What follows belongs to an exercise in optimizing a design on an open flow for small area, a short achievable clock period and few clock cycles; a production flow would make more cautious choices.
Only simulation tests tie the RTL to the original design; equivalence was not proved.
Power and IR drop assume default switching activity.

==> inputs of v34 <==
==> flow/design.v (excerpt) <==
module mpt_core (
    input  wire        clk,
    input  wire        rst,         
    input  wire        bus_req,     
    input  wire        bus_we,      
    input  wire [20:0] bus_slot,    
    input  wire [63:0] bus_wdata,
    output reg  [63:0] bus_rdata,   
    output wire        irq
);
Settings: LEC_CHECK=0, CAP_MARGIN=35, CORE_MARGIN=2, CORE_UTILIZATION=40, SETUP_SLACK_MARGIN=5, SLEW_MARGIN=35; clock period 12.0 ns.
run.sh (not shown) runs the stock make flow with config.mk's settings and CLKGATE_MAP_FILE= SYNTH_SCRIPT=/design/flow/synth_recipe.tcl, a recipe that flattens the netlist after the stock synthesis.
==> v11 (differences from v34) <==
--- a/flow/design.v
+++ b/flow/design.v
@@ -180,71 +180,64 @@
     reg         sub_ok_q, sub_vq;
     reg [W-1:0] sub_d_q;
     reg         lwr;          
     reg [5:0]   ci;           
     reg         lv;           
     reg [5:0]   li;
     reg [4:0]   la;
-    reg [W-1:0] lrd;
     reg         lcy;
     reg         lfin;         
     reg         acc_nz;
     reg [4:0]   sg, si, sj, silo;    
     reg [4:0]   gp, gp1;             
     reg         sact;
-    reg [W-1:0] ra, bl, bh;
+    reg [W-1:0] ra, bl, bh;   
     reg         dl, s1v, s1e, s1k;
     reg [4:0]   s1g;
     reg [48:0]  mps, mpc;     
     reg         s2v, s2e, s2k;
     reg [4:0]   s2g;
     reg [4:0]   s2wa;         
     reg         s2last;
     reg [54:0]  acc;
     reg [5:0]   rp_i;
     reg [7:0]   rp_wi;
     reg         rp_act;
     reg         q_v, q_last, q_lo, q_tp, q_first;
     reg [4:0]   q_wa;
-    reg [W-1:0] q_c0, q_w;
+    reg [W-1:0] q_w;
     reg [W-1:0] wl;
     reg         pass1, is_rp;
     reg [5:0]   plen;
     reg         ltop;
     reg [5:0]   tidx;
     reg [10:0]  off;
     reg         cy;
     reg         c0mp, cnz, lmp, lnz, l0ones, l0pm1, uones;
     reg [W-1:0] l0;
     reg [5:0]   nzlo;
-    reg         r_v, r_last;
-    reg [4:0]   r_wa;
-    reg [W-1:0] r_out;
-    reg         r_e, r_hib;
     reg [4:0]   mk_a;         
-    reg [W-1:0] lm_q;         
-    reg [16:1]  pmsel;        
     reg         rw_act, rw_fill;
     reg [5:0]   rw_lo, rw_hi;
     wire [4:0] r0a = busy ? p0a : a0;
-    wire [4:0] r1a = !busy ? (a0 + 5'd1) : ((st[T_RPF] && pass1) ? a0q : p1a);
+    wire [4:0] r1a = busy ? p1a : (host_rd ? slot_idx : (in_word[4] ? a0q : (a0 + 5'd1)));
     wire [W-1:0] r0d = lm[r0a];
     wire [W-1:0] r1d = lm[r1a];
-    wire [W-1:0] hrd = lm[slot_idx];
+    wire [W-1:0] hrd = r1d;
     wire [5:0] nq_lo = busy ? nzlo : ({1'b0, a0} + 6'd1);
     reg  [DEPTH-1:0] nq_m;
     integer k;
     always @(*) begin
         for (k = 0; k < DEPTH; k = k + 1)
             nq_m[k] = (k >= nq_lo) && (k < a_end6);
     end
     wire anynz = |(nzv & nq_m);
     wire [W-1:0] lin_op   = (li == 6'd0) ? bval : {{(W-1){1'b0}}, lcy};
     wire         lin_add  = (cmd_word[7:0] == OP_ADDL);
-    wire [W:0]   lin_res  = lin_add ? ({1'b0, lrd} + {1'b0, lin_op}) : ({1'b0, lrd} - {1'b0, lin_op});
+    wire [W:0]   lin_res  = lin_add ? ({1'b0, ra} + {1'b0, lin_op}) : ({1'b0, ra} - {1'b0, lin_op});
     wire         lin_last = (li == n6 - 6'd1);
     wire [W:0]   sub0     = {1'b0, r0d} - {1'b0, bval};
     wire [W:0]   k_add    = {1'b0, opa} + {1'b0, opb};
     wire [W:0]   k_sub    = {1'b0, opa} - {1'b0, opb};
     wire [2*W-1:0] fs_out = {q_w, wl} >> off[3:0];
     wire [32:0]  sq_b     = {bh, (dl ? {bl, 1'b0} : {1'b0, bl})};
     wire [48:0]  pp [0:15];
@@ -278,37 +271,42 @@
     wire [54:0]  sq_tot   = s2_x + s2_y;
     wire         s_diag   = (si == sg);
     wire         s_end    = (si == silo);
     wire         s_hiok   = ({1'b0, sj} < n6);
     wire [4:0]   ng       = sg + 5'd1;
     wire [5:0]   ng2p1    = {ng, 1'b1};                  
     wire [5:0]   nilo6    = (ng2p1 > n6) ? (ng2p1 - n6) : 6'd0;    
-    wire [W-1:0] m_c0   = q_lo ? {W{1'b1}} : (q_tp ? lm_q : {W{1'b0}});    
+    wire [W-1:0] m_c0   = q_lo ? {W{1'b1}} : (q_tp ? lmask : {W{1'b0}});    
     wire [W-1:0] m_cv   = is_rp ? {W{1'b1}} : m_c0;
     wire [W-1:0] pcv    = fs_out[W-1:0] & m_cv;
-    wire [W-1:0] pc0m   = q_c0 & m_c0;
+    wire [W-1:0] pc0m   = ra & m_c0;
     wire [W:0]   pu     = {1'b0, pc0m} + {1'b0, pcv} + {{W{1'b0}}, cy};
     wire [W-1:0] pout   = pu[W-1:0] & m_cv;
-    wire         pe     = (!is_rp && q_tp) ? |(pu[W:1] & pmsel) : pu[W];
-    wire         phib   = |(fs_out & {{W{1'b1}}, ~lm_q});
+    wire         pe     = (!is_rp && q_tp && pm != 4'd0) ? pu[pm] : pu[W];
+    wire         phib   = |(fs_out & {{W{1'b1}}, ~lmask});
     function sum_eq;
         input [W-1:0] x, y, kk, msk;
         input         cin;
         reg   [W-1:0] t, c;
         begin
             t = x ^ y ^ kk;
             c = {((x[W-2:0] & y[W-2:0]) | ((x[W-2:0] | y[W-2:0]) & ~kk[W-2:0])), cin};
             sum_eq = &((t ~^ c) | ~msk);
         end
     endfunction
     wire         eq_mp  = sum_eq(pc0m, pcv, m_c0, m_cv, cy);             
     wire         eq_mp1 = sum_eq(pc0m, pcv, m_c0 - 1'b1, m_cv, cy);      
     wire         eq_z   = sum_eq(pc0m, pcv, {W{1'b0}}, m_cv, cy);        
-    wire         d_X    = ltop & (r_hib | anynz);
-    wire         d_H    = d_X | r_e;
+    wire         f_lmp  = lmp & eq_mp & ltop;
+    wire         f_lnz  = lnz | !eq_z;
+    wire         f_cnz  = cnz | (pcv != {W{1'b0}});
+    wire         f_c0mp = c0mp & (pc0m == m_c0) & ltop;
+    wire         f_X    = ltop & (phib | anynz);
+    wire         f_H    = f_X | pe;
+    wire         f_l0on = q_first ? eq_mp : l0ones;
     wire [11:0]  off_nx = {1'b0, off} + {1'b0, p_off};
     wire [10:0]  off_n  = off_nx[11] ? 11'h7FF : off_nx[10:0];
     function [5:0] nz_from;
         input [4:0] b;
         input [6:0] li;
         input [5:0] len;
         reg   [8:0] s;
@@ -339,29 +337,29 @@
     wire [31:0] rd_lo  = ({32{rz}} & rd_reg) | ({32{slot_lm}} & {16'd0, hrd});
     wire [63:0] rd_val = {26'd0, rz && rs == 5'h00, 5'd0, rd_lo};
     assign irq = ie && (done || err);
     reg          dwe, dw2;
     reg [4:0]    dw_a;
     reg [W-1:0]  dw_lo, dw_hi;
     always @(*) begin
-        dwe = 1'b0; dw2 = 1'b0; dw_a = r_wa; dw_lo = r_out; dw_hi = r_out;
+        dwe = 1'b0; dw2 = 1'b0; dw_a = q_wa; dw_lo = pout; dw_hi = pout;
         if (st[T_LIN]) begin
             dwe = lv && lwr; dw_a = la; dw_lo = lin_res[W-1:0]; dw_hi = lin_res[W-1:0];
         end
         if (st[T_SQ]) begin
             dwe = s2v && s2e; dw2 = 1'b1; dw_a = s2wa; dw_lo = sq_tot[W-1:0]; dw_hi = sq_tot[2*W-1:W];
         end
         if (st[T_RP]) begin
-            dwe = r_v;
+            dwe = q_v;
         end
         if (st[T_RINC]) begin
             dwe = 1'b1; dw_a = c0; dw_lo = l0 + 1'b1; dw_hi = l0 + 1'b1;
         end
         if (st[T_MK2]) begin
-            dwe = 1'b1; dw_a = mk_a; dw_lo = lm_q; dw_hi = lm_q;
+            dwe = 1'b1; dw_a = mk_a; dw_lo = lmask; dw_hi = lmask;
         end
     end
     wire [4:0] dw_b = dw_a + 5'd1;
     wire       dw_sw = dw_a[0];                
     wire       rg_on = busy && rw_act;
     reg  [DEPTH-1:0] rg_m;
     always @(*) begin
@@ -397,30 +395,35 @@
         mpc <= t6a[97:49];
         s2v <= s1v; s2e <= s1e; s2k <= s1k; s2g <= s1g;
         s2wa <= c0 + {s1g[3:0], 1'b0};
         s2last <= (s1g == n6[4:0] - 5'd1);
         s1v <= 1'b0;
         s1k <= 1'b0;
         rw_act <= 1'b0;
-        r_v <= 1'b0;
-        r_last <= 1'b0;
         if (!busy) begin
             ra <= r0d; bl <= r0d; bh <= (n6 != 6'd1) ? r1d : {W{1'b0}}; dl <= 1'b0;
             s1e <= 1'b1; s1g <= 5'd0;
             acc_nz <= (r0d != {W{1'b0}});
             sg <= 5'd1; si <= 5'd1; sj <= 5'd2;
             silo <= (n6 < 6'd3) ? (5'd3 - n6[4:0]) : 5'd0;
             sact <= (n6 != 6'd1);
-            p0a <= a0 + 5'd1; p1a <= a0 + 5'd2;
+            p0a <= in_opc[4] ? a0 : (a0 + 5'd1);
+            p1a <= in_opc[4] ? (a0q + 5'd1) : (a0 + 5'd2);
             gp <= a0 + 5'd2; gp1 <= a0 + 5'd3;
             acc <= 55'd0;
-            off <= p_off; pass1 <= 1'b1; cy <= 1'b0; q_v <= 1'b0; rp_act <= 1'b0;
+            off <= p_off; pass1 <= 1'b1; cy <= 1'b0; q_v <= 1'b0;
+            wl  <= (p_off[10:4] < {1'b0, n6}) ? r1d : {W{1'b0}};
+            rp_wi <= {1'b0, p_off[10:4]} + 8'd1;
+            rp_i <= 6'd0; rp_act <= 1'b1;
+            c0mp <= 1'b1; cnz <= 1'b0; lmp <= 1'b1; lnz <= 1'b0; uones <= 1'b1;
+            nzlo <= nz_from(a0, p_off[10:4], mpn6);
+            is_rp <= in_opc[0];
+            plen  <= in_opc[0] ? n6 : mpn6;
+            ltop  <= in_opc[0] ? !a_lt_mpn : 1'b1;
             tidx <= mpn_t;
-            lm_q <= lmask;
-            pmsel <= (pm == 4'd0) ? 16'h8000 : (16'd1 << (pm - 4'd1));
             rw_fill <= 1'b0;
             rw_lo <= {1'b0, c0} + (in_opc[4] ? (in_opc[0] ? n6 : mpn6) : {n6[4:0], 1'b0});
             rw_hi <= c_end6;
         end
         if (host_wr) begin
             if (bus_slot == S_STATUS) begin
                 if (bus_wdata[1]) done <= 1'b0;
@@ -464,15 +467,15 @@
                 end
             end
             if (k_sqr) begin
                 busy <= 1'b1; st <= (1 << T_SQ);
                 s1v <= 1'b1; rw_act <= 1'b1;
             end
             if (k_red) begin
-                busy <= 1'b1; st <= (1 << T_RPF);
+                busy <= 1'b1; st <= (1 << T_RP);
                 rw_act <= 1'b1;
             end
             if (k_mkmp) begin busy <= 1'b1; st <= (1 << T_MK0); end
             if (k_clr) begin busy <= 1'b1; st <= (1 << T_CLR0); end
         end
         if (st[T_KAS]) begin
             if (cmd_word[2:0] == 3'd4) begin
@@ -503,15 +506,15 @@
         if (st[T_LIN0]) begin
             p0a <= a0; ci <= 6'd0; lv <= 1'b0; lwr <= 1'b0; lcy <= 1'b0; lfin <= 1'b0;
             st <= (1 << T_LIN);
         end
         if (st[T_LIN]) begin
             lv <= (ci < n6);
             if (ci < n6) begin
-                lrd <= r0d; li <= ci; la <= p0a;
+                ra <= r0d; li <= ci; la <= p0a;
                 ci <= ci + 6'd1; p0a <= p0a + 5'd1;
             end
             lfin <= lv && lin_last;
             if (lv) begin
                 lcy <= lin_res[W];
                 if (lwr && lin_res[W-1:0] != {W{1'b0}}) acc_nz <= 1'b1;
             end
@@ -560,30 +563,25 @@
                 end else
                     acc <= sq_tot;
             end
         end
         if (st[T_RPF]) begin
             wl  <= (off[10:4] < {1'b0, n6}) ? r1d : {W{1'b0}};
             rp_wi <= {1'b0, off[10:4]} + 8'd1;
-            p1a <= (pass1 ? a0q : p1a) + 5'd1;
-            p0a <= pass1 ? a0 : c0;
+            p1a <= p1a + 5'd1;
+            p0a <= c0;
             rp_i <= 6'd0; rp_act <= 1'b1;
             c0mp <= 1'b1; cnz <= 1'b0; lmp <= 1'b1; lnz <= 1'b0; uones <= 1'b1;
             nzlo <= nz_from(a0, off[10:4], mpn6);
-            if (pass1) begin
-                is_rp <= cmd_word[0];
-                plen  <= cmd_word[0] ? n6 : mpn6;
-                ltop  <= cmd_word[0] ? !a_lt_mpn : 1'b1;
-            end
             st <= (1 << T_RP);
         end
         if (st[T_RP]) begin
             q_v <= rp_act;
             if (rp_act) begin
-                q_c0  <= (pass1 && !(rp_i < n6)) ? {W{1'b0}} : r0d;
+                ra  <= (pass1 && !(rp_i < n6)) ? {W{1'b0}} : r0d;
                 q_w   <= (rp_wi < {2'b0, n6}) ? r1d : {W{1'b0}};
                 q_first <= (rp_i == 6'd0);
                 q_lo  <= (rp_i < tidx);
                 q_tp  <= (rp_i == tidx);
                 q_last <= (rp_i == plen - 6'd1);
                 q_wa  <= c0 + rp_i[4:0];
                 rp_i  <= rp_i + 6'd1;
@@ -599,38 +597,36 @@
                 if (pcv != {W{1'b0}}) cnz <= 1'b1;
                 if (!eq_mp) lmp <= 1'b0;
                 if (!eq_z) lnz <= 1'b1;
                 if (q_first) begin
                     l0 <= pout; l0ones <= eq_mp; l0pm1 <= eq_mp1;
                 end else if (!eq_mp)
                     uones <= 1'b0;
-                r_v <= 1'b1; r_last <= q_last; r_wa <= q_wa; r_out <= pout;
-                r_e <= pe; r_hib <= phib;
             end
-            if (r_last) begin
-                if (pass1 && !is_rp && !(cnz || d_X || (c0mp && ltop))) begin
+            if (q_v && q_last) begin
+                if (pass1 && !is_rp && !(f_cnz || f_X || f_c0mp)) begin
                     passes <= 10'd0;
-                    flag_c <= 1'b0; flag_z <= !lnz;
+                    flag_c <= 1'b0; flag_z <= !f_lnz;
                     busy <= 1'b0; done <= 1'b1; st <= {NT{1'b0}};
                 end else begin
                     passes <= pass1 ? 10'd1 : passes + 10'd1;
-                    if ((lmp && ltop) && (is_rp || !d_H)) begin
+                    if (f_lmp && (is_rp || !f_H)) begin
                         rw_act <= 1'b1; rw_fill <= 1'b0;
                         rw_lo <= {1'b0, c0}; rw_hi <= {1'b0, c0} + plen;
                         flag_c <= 1'b0; flag_z <= 1'b1;
                         st <= (1 << T_FIN);
-                    end else if (is_rp || !d_H) begin
-                        flag_c <= 1'b0; flag_z <= !lnz;
+                    end else if (is_rp || !f_H) begin
+                        flag_c <= 1'b0; flag_z <= !f_lnz;
                         busy <= 1'b0; done <= 1'b1; st <= {NT{1'b0}};
-                    end else if (!d_X && !l0ones) begin
+                    end else if (!f_X && !f_l0on) begin
                         st <= (1 << T_RINC);
                     end else begin
                         off <= off_n;
                         p1a <= a0 + off_n[8:4];
-                        cy  <= r_e;
+                        cy  <= pe;
                         pass1 <= 1'b0;
                         st <= (1 << T_RPF);
                     end
                 end
             end
         end
         if (st[T_RINC]) begin
==> flow/config.mk (replaced) <==
export PLATFORM = sky130hd
export DESIGN_NAME = mpt_core
export DESIGN_NICKNAME = mpt_core
export VERILOG_FILES = /design/flow/design.v
export SDC_FILE = /design/flow/constraint.sdc
export NUM_CORES = 4
export LEC_CHECK = 0
export CAP_MARGIN = 30
export CORE_MARGIN = 2
export CORE_UTILIZATION = 55
export SETUP_SLACK_MARGIN = 5
export SLEW_MARGIN = 30
==> comparison <==
- v11 completed without violations. v34 finished with timing, DRC and antenna clean.
- Of v34 and v11, v34 has the higher via count (gap 4.8%, measured against v11).
- In v11 the clock skew is lower than in v34, by 0.0013 ns.
- Against v11, the count of clock-buffer cells in the layout of v34 is higher by 23.
- Between v34 and v11, the lower clock power is in v11 (gap 8.7%, measured against v11).
Testbench counts of v34, summed over its fixed seeds: cycles 90,933.
Testbench counts of v11, summed over its fixed seeds: cycles 86,158.

## what the ideal ports hide
How much do the figures lean on ideal ports? The routed layouts below were timed once more, with nothing changed but the port constraints. Step 1 sets driving cells, clkbuf_16 on the clock port and buf_2 on the other inputs (assumed; they add their load-dependent delay and slew). Step 2 times the ports against the registers' clock, not the clock port: input delays grow and output delays shrink by t, the midpoint of the rising clock arrivals with the driver on. Three values: no drivers, after step 1, after step 2; two values: the first two.
run | t (ns) | setup WS [ns] | worst setup path at the end | cell pins on the clock port's net
v34 | 0.988 | 4.858 / 4.858 / 4.024 | input to register | 1
v11 | 0.941 | 4.771 / 4.771 / 4.324 | input to register | 1
After both steps setup and hold are still met in every run listed. The setup slack of v34, which loses most, moves by 0.000 ns with the drivers and by -0.834 ns with both steps.
